What follows belongs to an exercise in optimizing a design on an open flow for small area, a short achievable clock period and few clock cycles; a production flow would make more cautious choices.
The RTL was checked by simulation tests, not by an equivalence proof against the original design.
Power figures rest on the tool's default switching activity, not on a simulated workload.

**design/flow/design.v**
```verilog
module pac_fb (
    input  wire       clk,
    input  wire       px_we,
    input  wire [5:0] px_x,
    input  wire [4:0] px_y,
    input  wire       px_s,
    input  wire       byte_we,
    input  wire [7:0] byte_addr,
    input  wire [7:0] byte_data,
    input  wire [7:0] rd_addr,
    output wire [7:0] rd_data
);
    reg [7:0] mem [0:255];
    wire [7:0] px_idx = {px_y[4:3], px_x};
    wire [2:0] px_bit = px_y[2:0];
    always @(posedge clk) begin
        if (byte_we)
            mem[byte_addr] <= byte_data;
        else if (px_we)
            mem[px_idx][px_bit] <= px_s;
    end
    assign rd_data = mem[rd_addr];
endmodule
module pac_line (
    input  wire        clk,
    input  wire        rst,
    input  wire        start,
    input  wire [15:0] x0,
    input  wire [15:0] y0,
    input  wire [15:0] x1,
    input  wire [15:0] y1,
    output reg         busy,
    output wire        px_valid,
    output wire [5:0]  px_x,
    output wire [4:0]  px_y,
    output wire        last
);
    wire [5:0] sx0 = (x0 > 16'd63) ? 6'd63 : x0[5:0];
    wire [4:0] sy0 = (y0 > 16'd31) ? 5'd31 : y0[4:0];
    wire [5:0] sx1 = (x1 > 16'd63) ? 6'd63 : x1[5:0];
    wire [4:0] sy1 = (y1 > 16'd31) ? 5'd31 : y1[4:0];
    wire [5:0] adx = (sx1 > sx0) ? (sx1 - sx0) : (sx0 - sx1);
    wire [4:0] ady = (sy1 > sy0) ? (sy1 - sy0) : (sy0 - sy1);
    wire signed [8:0] init_err = ({3'b0, adx} > {4'b0, ady}) ?
                                 $signed({4'b0, adx[5:1]}) :
                                 -$signed({5'b0, ady[4:1]});
    reg [5:0] cx, ex, dx;
    reg [4:0] cy, ey, dy;
    reg       xinc, yinc;
    reg signed [8:0] err;
    wire signed [8:0] sdx = $signed({3'b0, dx});
    wire signed [8:0] sdy = $signed({4'b0, dy});
    wire stepx = err > -sdx;
    wire stepy = err <  sdy;
    wire signed [8:0] err_nx = err - (stepx ? sdy : 9'sd0) + (stepy ? sdx : 9'sd0);
    assign px_valid = busy;
    assign px_x = cx;
    assign px_y = cy;
    assign last = busy && (cx == ex) && (cy == ey);
    always @(posedge clk) begin
        if (rst) begin
            busy <= 1'b0;
        end else if (start) begin
            busy <= 1'b1;
            cx   <= sx0;
            cy   <= sy0;
            ex   <= sx1;
            ey   <= sy1;
            dx   <= adx;
            dy   <= ady;
            xinc <= sx0 < sx1;
            yinc <= sy0 < sy1;
            err  <= init_err;
        end else if (busy) begin
            if (last) begin
                busy <= 1'b0;
            end else begin
                err <= err_nx;
                if (stepx) cx <= xinc ? cx + 6'd1 : cx - 6'd1;
                if (stepy) cy <= yinc ? cy + 5'd1 : cy - 5'd1;
            end
        end
    end
endmodule
module pac_circle (
    input  wire        clk,
    input  wire        init,
    input  wire        step,
    input  wire [15:0] r,
    output wire        valid,
    output wire [15:0] x,
    output wire [15:0] y
);
    reg signed [20:0] cx, cy, cdx, cdy, cerr;
    reg        [16:0] r2;
    wire signed [20:0] sr2 = $signed({4'b0, r2});
    wire               ystep = cerr <= 0;
    wire signed [20:0] err1  = ystep ? cerr + cdy : cerr;
    wire               xstep = err1 > 0;
    wire signed [20:0] dx1   = cdx + 21'sd2;
    assign valid = cx >= cy;
    assign x = cx[15:0];
    assign y = cy[15:0];
    always @(posedge clk) begin
        if (init) begin
            cx   <= $signed({5'b0, r}) - 21'sd1;
            cy   <= 21'sd0;
            cdx  <= 21'sd1;
            cdy  <= 21'sd1;
            cerr <= 21'sd1 - $signed({4'b0, r, 1'b0});
            r2   <= {r, 1'b0};
        end else if (step) begin
            if (ystep) begin
                cy  <= cy + 21'sd1;
                cdy <= cdy + 21'sd2;
            end
            if (xstep) begin
                cx   <= cx - 21'sd1;
                cdx  <= dx1;
                cerr <= err1 + dx1 - sr2;
            end else begin
                cerr <= err1;
            end
        end
    end
endmodule
module pac_raster (
    input  wire        clk,
    input  wire        rst,
    input  wire        cmd_valid,
    output wire        cmd_ready,
    input  wire [7:0]  cmd_op,
    input  wire [7:0]  cmd_v,
    input  wire [15:0] cmd_a,
    input  wire [15:0] cmd_b,
    input  wire [15:0] cmd_c,
    input  wire [15:0] cmd_d,
    input  wire [7:0]  rd_addr,
    output wire [7:0]  rd_data
);
    localparam [7:0] OP_SETPX = 8'h01, OP_FILL = 8'h02, OP_CLEAR = 8'h03,
                     OP_LINE  = 8'h10, OP_RECT = 8'h11, OP_RECTF = 8'h12,
                     OP_CIRC  = 8'h13, OP_CIRCF = 8'h14;
    localparam [3:0] S_IDLE      = 4'd0,
                     S_SETPX     = 4'd1,
                     S_FILL      = 4'd2,
                     S_LSTART    = 4'd3,   
                     S_LWAIT     = 4'd4,   
                     S_CCHECK    = 4'd5,   
                     S_CPOINT    = 4'd6;   
    reg [3:0]  state;
    reg [7:0]  op;
    reg        s;
    reg [15:0] a, b, c, d;
    reg [7:0]  cnt;       
    reg [5:0]  xl, xh, xi;
    reg [4:0]  yl, yh, yi;
    reg        cols;
    function [5:0] clamp_x(input [15:0] v);
        clamp_x = (v > 16'd63) ? 6'd63 : v[5:0];
    endfunction
    function [4:0] clamp_y(input [15:0] v);
        clamp_y = (v > 16'd31) ? 5'd31 : v[4:0];
    endfunction
    wire        circ_init = (state == S_IDLE) && cmd_valid &&
                            (cmd_op == OP_CIRC || cmd_op == OP_CIRCF);
    reg         circ_step;
    wire        circ_valid;
    wire [15:0] cxo, cyo;
    pac_circle u_circle (
        .clk(clk), .init(circ_init), .step(circ_step), .r(cmd_c),
        .valid(circ_valid), .x(cxo), .y(cyo)
    );
    wire [15:0] xpx = a + cxo, xmx = a - cxo, xpy = a + cyo, xmy = a - cyo;
    wire [15:0] ypx = b + cxo, ymx = b - cxo, ypy = b + cyo, ymy = b - cyo;
    reg [15:0] cpt_x, cpt_y;
    always @(*) begin
        case (cnt[2:0])
            3'd0: begin cpt_x = xpx; cpt_y = ypy; end
            3'd1: begin cpt_x = xpy; cpt_y = ypx; end
            3'd2: begin cpt_x = xmy; cpt_y = ypx; end
            3'd3: begin cpt_x = xmx; cpt_y = ypy; end
            3'd4: begin cpt_x = xmx; cpt_y = ymy; end
            3'd5: begin cpt_x = xmy; cpt_y = ymx; end
            3'd6: begin cpt_x = xpy; cpt_y = ymx; end
            default: begin cpt_x = xpx; cpt_y = ymy; end
        endcase
    end
    reg [15:0] seg_x0, seg_y0, seg_x1, seg_y1;
    always @(*) begin
        seg_x0 = a; seg_y0 = b; seg_x1 = c; seg_y1 = d;
        case (op)
            OP_RECT: begin
                case (cnt[1:0])
                    2'd0: begin seg_x0 = a; seg_y0 = b; seg_x1 = c; seg_y1 = b; end
                    2'd1: begin seg_x0 = c; seg_y0 = b; seg_x1 = c; seg_y1 = d; end
                    2'd2: begin seg_x0 = c; seg_y0 = d; seg_x1 = a; seg_y1 = d; end
                    default: begin seg_x0 = a; seg_y0 = d; seg_x1 = a; seg_y1 = b; end
                endcase
            end
            OP_RECTF: begin
                if (cols) begin
                    seg_x0 = {10'd0, xi}; seg_y0 = {11'd0, yl};
                    seg_x1 = {10'd0, xi}; seg_y1 = {11'd0, yh};
                end else begin
                    seg_x0 = {10'd0, xl}; seg_y0 = {11'd0, yi};
                    seg_x1 = {10'd0, xh}; seg_y1 = {11'd0, yi};
                end
            end
            OP_CIRCF: begin
                case (cnt[1:0])
                    2'd0: begin seg_x0 = xmx; seg_y0 = ypy; seg_x1 = xpx; seg_y1 = ypy; end
                    2'd1: begin seg_x0 = xmy; seg_y0 = ypx; seg_x1 = xpy; seg_y1 = ypx; end
                    2'd2: begin seg_x0 = xmx; seg_y0 = ymy; seg_x1 = xpx; seg_y1 = ymy; end
                    default: begin seg_x0 = xmy; seg_y0 = ymx; seg_x1 = xpy; seg_y1 = ymx; end
                endcase
            end
            default: ;
        endcase
    end
    wire       line_start = (state == S_LSTART);
    wire       line_busy, line_pv, line_last;
    wire [5:0] line_x;
    wire [4:0] line_y;
    pac_line u_line (
        .clk(clk), .rst(rst), .start(line_start),
        .x0(seg_x0), .y0(seg_y0), .x1(seg_x1), .y1(seg_y1),
        .busy(line_busy), .px_valid(line_pv), .px_x(line_x), .px_y(line_y),
        .last(line_last)
    );
    reg        px_we;
    reg [5:0]  px_x;
    reg [4:0]  px_y;
    always @(*) begin
        px_we = 1'b0;
        px_x  = line_x;
        px_y  = line_y;
        case (state)
            S_SETPX: begin
                px_we = 1'b1; px_x = clamp_x(a); px_y = clamp_y(b);
            end
            S_CPOINT: begin
                px_we = 1'b1; px_x = clamp_x(cpt_x); px_y = clamp_y(cpt_y);
            end
            S_LWAIT: px_we = line_pv;
            default: ;
        endcase
    end
    wire byte_we = (state == S_FILL);
    pac_fb u_fb (
        .clk(clk), .px_we(px_we), .px_x(px_x), .px_y(px_y), .px_s(s),
        .byte_we(byte_we), .byte_addr(cnt), .byte_data({8{s}}),
        .rd_addr(rd_addr), .rd_data(rd_data)
    );
    assign cmd_ready = (state == S_IDLE);
    wire [5:0] ax = clamp_x(cmd_a), cx_ = clamp_x(cmd_c);
    wire [4:0] by = clamp_y(cmd_b), dy_ = clamp_y(cmd_d);
    wire [5:0] nxl = (ax < cx_) ? ax : cx_;
    wire [5:0] nxh = (ax < cx_) ? cx_ : ax;
    wire [4:0] nyl = (by < dy_) ? by : dy_;
    wire [4:0] nyh = (by < dy_) ? dy_ : by;
    wire rectf_more = cols ? (xi != xh) : (yi != yh);
    always @(*) begin
        circ_step = 1'b0;
        if (state == S_CPOINT && cnt[2:0] == 3'd7)
            circ_step = 1'b1;
        if (state == S_LWAIT && line_last && op == OP_CIRCF && cnt[1:0] == 2'd3)
            circ_step = 1'b1;
    end
    always @(posedge clk) begin
        if (rst) begin
            state <= S_IDLE;
        end else begin
            case (state)
                S_IDLE: begin
                    if (cmd_valid) begin
                        op  <= cmd_op;
                        s   <= |cmd_v;
                        a   <= cmd_a;
                        b   <= cmd_b;
                        c   <= cmd_c;
                        d   <= cmd_d;
                        cnt <= 8'd0;
                        xl  <= nxl; xh <= nxh; xi <= nxl;
                        yl  <= nyl; yh <= nyh; yi <= nyl;
                        cols <= (nxh - nxl) <= {1'b0, nyh - nyl};
                        case (cmd_op)
                            OP_SETPX: state <= S_SETPX;
                            OP_FILL:  state <= S_FILL;
                            OP_CLEAR: begin state <= S_FILL; s <= 1'b0; end
                            OP_LINE, OP_RECT, OP_RECTF: state <= S_LSTART;
                            OP_CIRC, OP_CIRCF: state <= S_CCHECK;
                            default: state <= S_IDLE;
                        endcase
                    end
                end
                S_SETPX: state <= S_IDLE;
                S_FILL: begin
                    cnt <= cnt + 8'd1;
                    if (cnt == 8'd255) state <= S_IDLE;
                end
                S_LSTART: state <= S_LWAIT;
                S_LWAIT: begin
                    if (line_last) begin
                        case (op)
                            OP_RECT: begin
                                cnt <= cnt + 8'd1;
                                state <= (cnt[1:0] == 2'd3) ? S_IDLE : S_LSTART;
                            end
                            OP_RECTF: begin
                                if (cols) xi <= xi + 6'd1;
                                else      yi <= yi + 5'd1;
                                state <= rectf_more ? S_LSTART : S_IDLE;
                            end
                            OP_CIRCF: begin
                                cnt <= cnt + 8'd1;
                                state <= (cnt[1:0] == 2'd3) ? S_CCHECK : S_LSTART;
                            end
                            default: state <= S_IDLE;
                        endcase
                    end
                end
                S_CCHECK: begin
                    cnt <= 8'd0;
                    if (!circ_valid)        state <= S_IDLE;
                    else if (op == OP_CIRC) state <= S_CPOINT;
                    else                    state <= S_LSTART;
                end
                S_CPOINT: begin
                    cnt <= cnt + 8'd1;
                    if (cnt[2:0] == 3'd7) state <= S_CCHECK;
                end
                default: state <= S_IDLE;
            endcase
        end
    end
endmodule
```
**design/flow/run.sh**
```bash
#!/bin/bash
# synth_recipe.tcl (not shown) runs the flow's synth.tcl, then flattens the netlist and writes it again
# the make line also repeats each setting of config.mk as NAME=value (left out here)
make -C /OpenROAD-flow-scripts/flow DESIGN_CONFIG=/design/flow/config.mk WORK_HOME=/design/flow/orfs CLKGATE_MAP_FILE= SYNTH_SCRIPT=/design/flow/synth_recipe.tcl finish
```
**design/flow/config.mk**
```make
export PLATFORM = sky130hd
export DESIGN_NAME = pac_raster
export DESIGN_NICKNAME = pac_raster
export VERILOG_FILES = /design/flow/design.v
export SDC_FILE = /design/flow/constraint.sdc
export NUM_CORES = 4
export LEC_CHECK = 0
export CAP_MARGIN = 20
export CORE_MARGIN = 2
export CORE_UTILIZATION = 30
export SLEW_MARGIN = 20
```
**design/flow/constraint.sdc**
```tcl
create_clock -name core_clock -period 12.0 [get_ports {clk}]
set_input_delay 2.4000 -clock core_clock [delete_from_list [all_inputs] [get_ports {clk}]]
set_output_delay 2.4000 -clock core_clock [all_outputs]
set_load 0.01 [all_outputs]
```
==> run summary <==
status=complete, no violations; Ports=100; TritonCTS clock tree=built; crit path from=a[0]; Flop pwr share=47.8%; number of synthesized flops with an enable pin=2265; critical path buffer and inverter count=3; leakage power=39.9 nW; DRT iter0 DRCs=8076; Fin. Hold Viols=0; root buf cell=clkbuf_16; Post-synth ARST share=0%; CP peak stage delay=0.84 ns; cell count after synthesis=8728; Max Buffers Root-to-Sink=4; Max Clock Skew=0.0605 ns; placed cell area=0.121 mm2; RR Endpoint=u_line.err[1]; # DRC=0; setup_tns=0 ns; final setup vio count=0; Reg2Reg Depth=36; slowest CP cell=a2111oi_1; post-DP HPWL=184000 um; synthesized area=0.115 mm2; CTS Buf Count=264; router iterations before antenna repair=6; ranking of synthesized cells by area=edfxtp_1 (59%), mux4_2 (13%), nor2_1 (7.8%), ha_1 (3.0%), clkbuf_1 (1.8%); clock slew at reported path FFs=0.06 ns; CTS Sinks=2330; startpoint types=flip-flop; Initial Util=30.1%; Avg WL per Cell=23.0 um; crit share post-route=80.7%; Worst-Skew Late Latency=0.88 ns; Rows=227; Synth cell types=91; Syn-to-layout area delta=12.9%; sequential fraction of the synthesis area=60.4%; PwrDens=145 mW/mm2; nets=8979; total wire length=318000 um; Total Power=18.8 mW; unrepaired setup endpoints after global routing=no; All-Layer GR Usage=15.9%; Req. time, crit path=12.58 ns; PortBufs=99; P_sw=4.51 mW; top cell type's share of synthesized area=59.3%; total grt overflow=0; Crit Path Max Fanout=9; fin cells=13800; post-route cell area=0.129 mm2; pins over their slew limit=0; Max Fclk=103 MHz; Vias per Instance=5.31; Clk pwr share=41.8%; Critical Path End=u_line.err[1]; post-CTS setup buffers=0; initial antenna violation count=13; die height=622 um; number of H-tree levels=5; CP delay by family, top=compound AO/OA/AOI/OAI gates; vias=73500; worst r2r src=a[0]; yosys warns=4; number of placed instances, taps included=13400; switch share=24.0%; Slew HR=23.1%; core area=0.381 mm2; Critical Path End Type=flip-flop; Worst EP arrival=10.27 ns; vias in the first global route=73400; logic gate share of total power=10.4%; layout cell share with drive strength beyond 1=14.3%; die width=622 um; VDD IR max=0.000117 V; top cells by count, synth=nor2_1 (2375), edfxtp_1 (2265), mux4_2 (680), clkbuf_1 (542), nand2_1 (302); RD Place Congestion=0.919; first-pass GRT wire length=471000 um; Tightest Pin Transition=1.15 ns; Critical Path Stages=36; Syn Area/Cell=13.1 um2; Seq cells post-synth=2330; largest net degree at the start of global routing=257; Final min period=9.69 ns; most numerous cell in the Yosys netlist=nor2_1; FF-to-FF setup slack=2.31 ns; post-synth net total=9125; Hold Crit Class=flip-flop to flip-flop; Synth area leader=edfxtp_1; CTS resizes=0; max-cap violation count=0; most common flop cell mapped by yosys=edfxtp_1; hold_buf cts=0; Die Area=0.387 mm2; antenna viol nets, final=0; crit path kind=flip-flop to flip-flop; Hold WS=0.514 ns; Int Pwr=14.3 mW
-- flip-flops by register name, summed over array words and instances, names as in the netlist, 6 cells and up --
name           count
u_fb.mem        2048
u_circle.cerr     21
u_circle.cx       21
u_circle.cy       21
u_circle.cdx      20
u_circle.cdy      20
a                 16
b                 16
c                 16
d                 16
u_circle.r2       16
u_line.err         9
cnt                8
op                 8
u_line.cx          6
u_line.dx          6
u_line.ex          6
xh                 6
xi                 6
xl                 6
-- worst min-delay path: stages, from the launching register on --
cell     delay [ns]
dfxtp_1        0.35
nand2_1        0.07
a21oi_1        0.05
-- area by class of cell --
class | count | area [um2]
Antenna cell | 12 | 30.0
Clock buffer | 331 | 7080
Clock inverter | 132 | 1170
Fill cell | 36900 | 252000
Inverter | 254 | 955
Multi-Input combinational cell | 5515 | 42400
Sequential cell | 2330 | 69300
Tap cell | 5038 | 6300
Timing Repair Buffer | 217 | 2170
-- power by group through the flow --
stage	registers [mW]	logic [mW]	clock network (mW)
after floorplan	9.15	1.37	0
final	8.99	1.95	7.85
after CTS	8.99	1.95	7.99
after global routing	8.99	2.12	8.30
after detailed placement	9.16	1.93	0
after global placement	9.16	1.90	0
-- cells in the final DEF (no fill, tap or decap), types with 49 or more instances in the layout --
| cell type | n |
|---|---|
| a21o_1 | 63 |
| a21oi_1 | 231 |
| and2_1 | 53 |
| and3_1 | 49 |
| buf_4 | 92 |
| clkbuf_1 | 55 |
| clkbuf_16 | 273 |
| clkdlybuf4s50_1 | 92 |
| clkinv_1 | 51 |
| dfxtp_1 | 65 |
| edfxtp_1 | 2265 |
| ha_1 | 272 |
| inv_1 | 251 |
| mux2i_1 | 64 |
| mux4_2 | 680 |
| nand2_1 | 301 |
| nand2b_1 | 49 |
| nand3_1 | 143 |
| nor2_1 | 2373 |
| nor3_1 | 109 |
| o21ai_0 | 174 |
| xnor2_1 | 190 |
| xor2_1 | 80 |
-- worst min-delay path by stage --
stage / from / to / depth (start not counted)
finish: u_circle.cdx[4] / u_circle.cdx[4] / 2
CTS: u_circle.cdx[4] / u_circle.cdx[4] / 2
floorplan: u_circle.cdx[2] / u_circle.cdx[2] / 2
global route: u_line.busy / u_line.busy / 2
global placement: u_circle.cdx[2] / u_circle.cdx[2] / 2
detailed placement: u_circle.cdx[4] / u_circle.cdx[4] / 2
-- metrics by stage --
step / utilization (%) / worst slack, ns
final: 33.9 / 2.31
after global routing: 33.9 / 1.66
after CTS: 33.9 / 2.29
after detailed placement: 31.8 / 2.32
after global placement: 31.8 / 2.19
after floorplan: - / 0.548
-- metal layers --
| metal | vias to the layer above | track usage (%) | part of all wire [%] |
|---|---|---|---|
| met4 | 18 | 4.27 | 2.5 |
| met1 | 38100 | 21.6 | 41 |
| met5 | - | 0 | 0.035 |
| met3 | 497 | 2.48 | 8.0 |
| li1 | 32000 | - | - |
| met2 | 2929 | 26.4 | 48 |
-- logic make-up (layout without fill, tap and decap cells) --
logic type      Yosys count  count (layout)  share of synthesized area [%]
fa+ha+maj               306             306                           3.56
compound gates          850             850                           4.89
other cells               0              12                              0
buf+inv                 883             934                           2.89
mux                     753             753                           14.0
flops                  2330            2330                           60.4
simple gates           3336            3336                           12.2
xor+xnor                270             270                           2.06
Testbench counts, summed over its fixed seeds: cycles 291,893.

what the ideal ports hide:
The results above use ideal ports. As a check the final layout listed here was re-extracted and re-timed, cells and wires unchanged.
Step 1: set_driving_cell puts a clkbuf_16 on clk and a buf_2 on each other input, an assumption about the parent block.
Step 2 times the ports against the registers' clock, not the clock port: input delays grow and output delays shrink by t, the midpoint of the rising clock arrivals with the driver on.
Slacks: no drivers / after step 1 / after step 2; pairs: no drivers / after step 1.
t (ns): 0.972
slack for setup (ns): 2.311 / 2.311 / 2.311
worst data-port slew with drivers (ns): 0.13
After both steps this run still meets setup and hold. For this run, drivers alone change the setup slack by 0.000 ns; drivers and shift together by 0.000 ns.
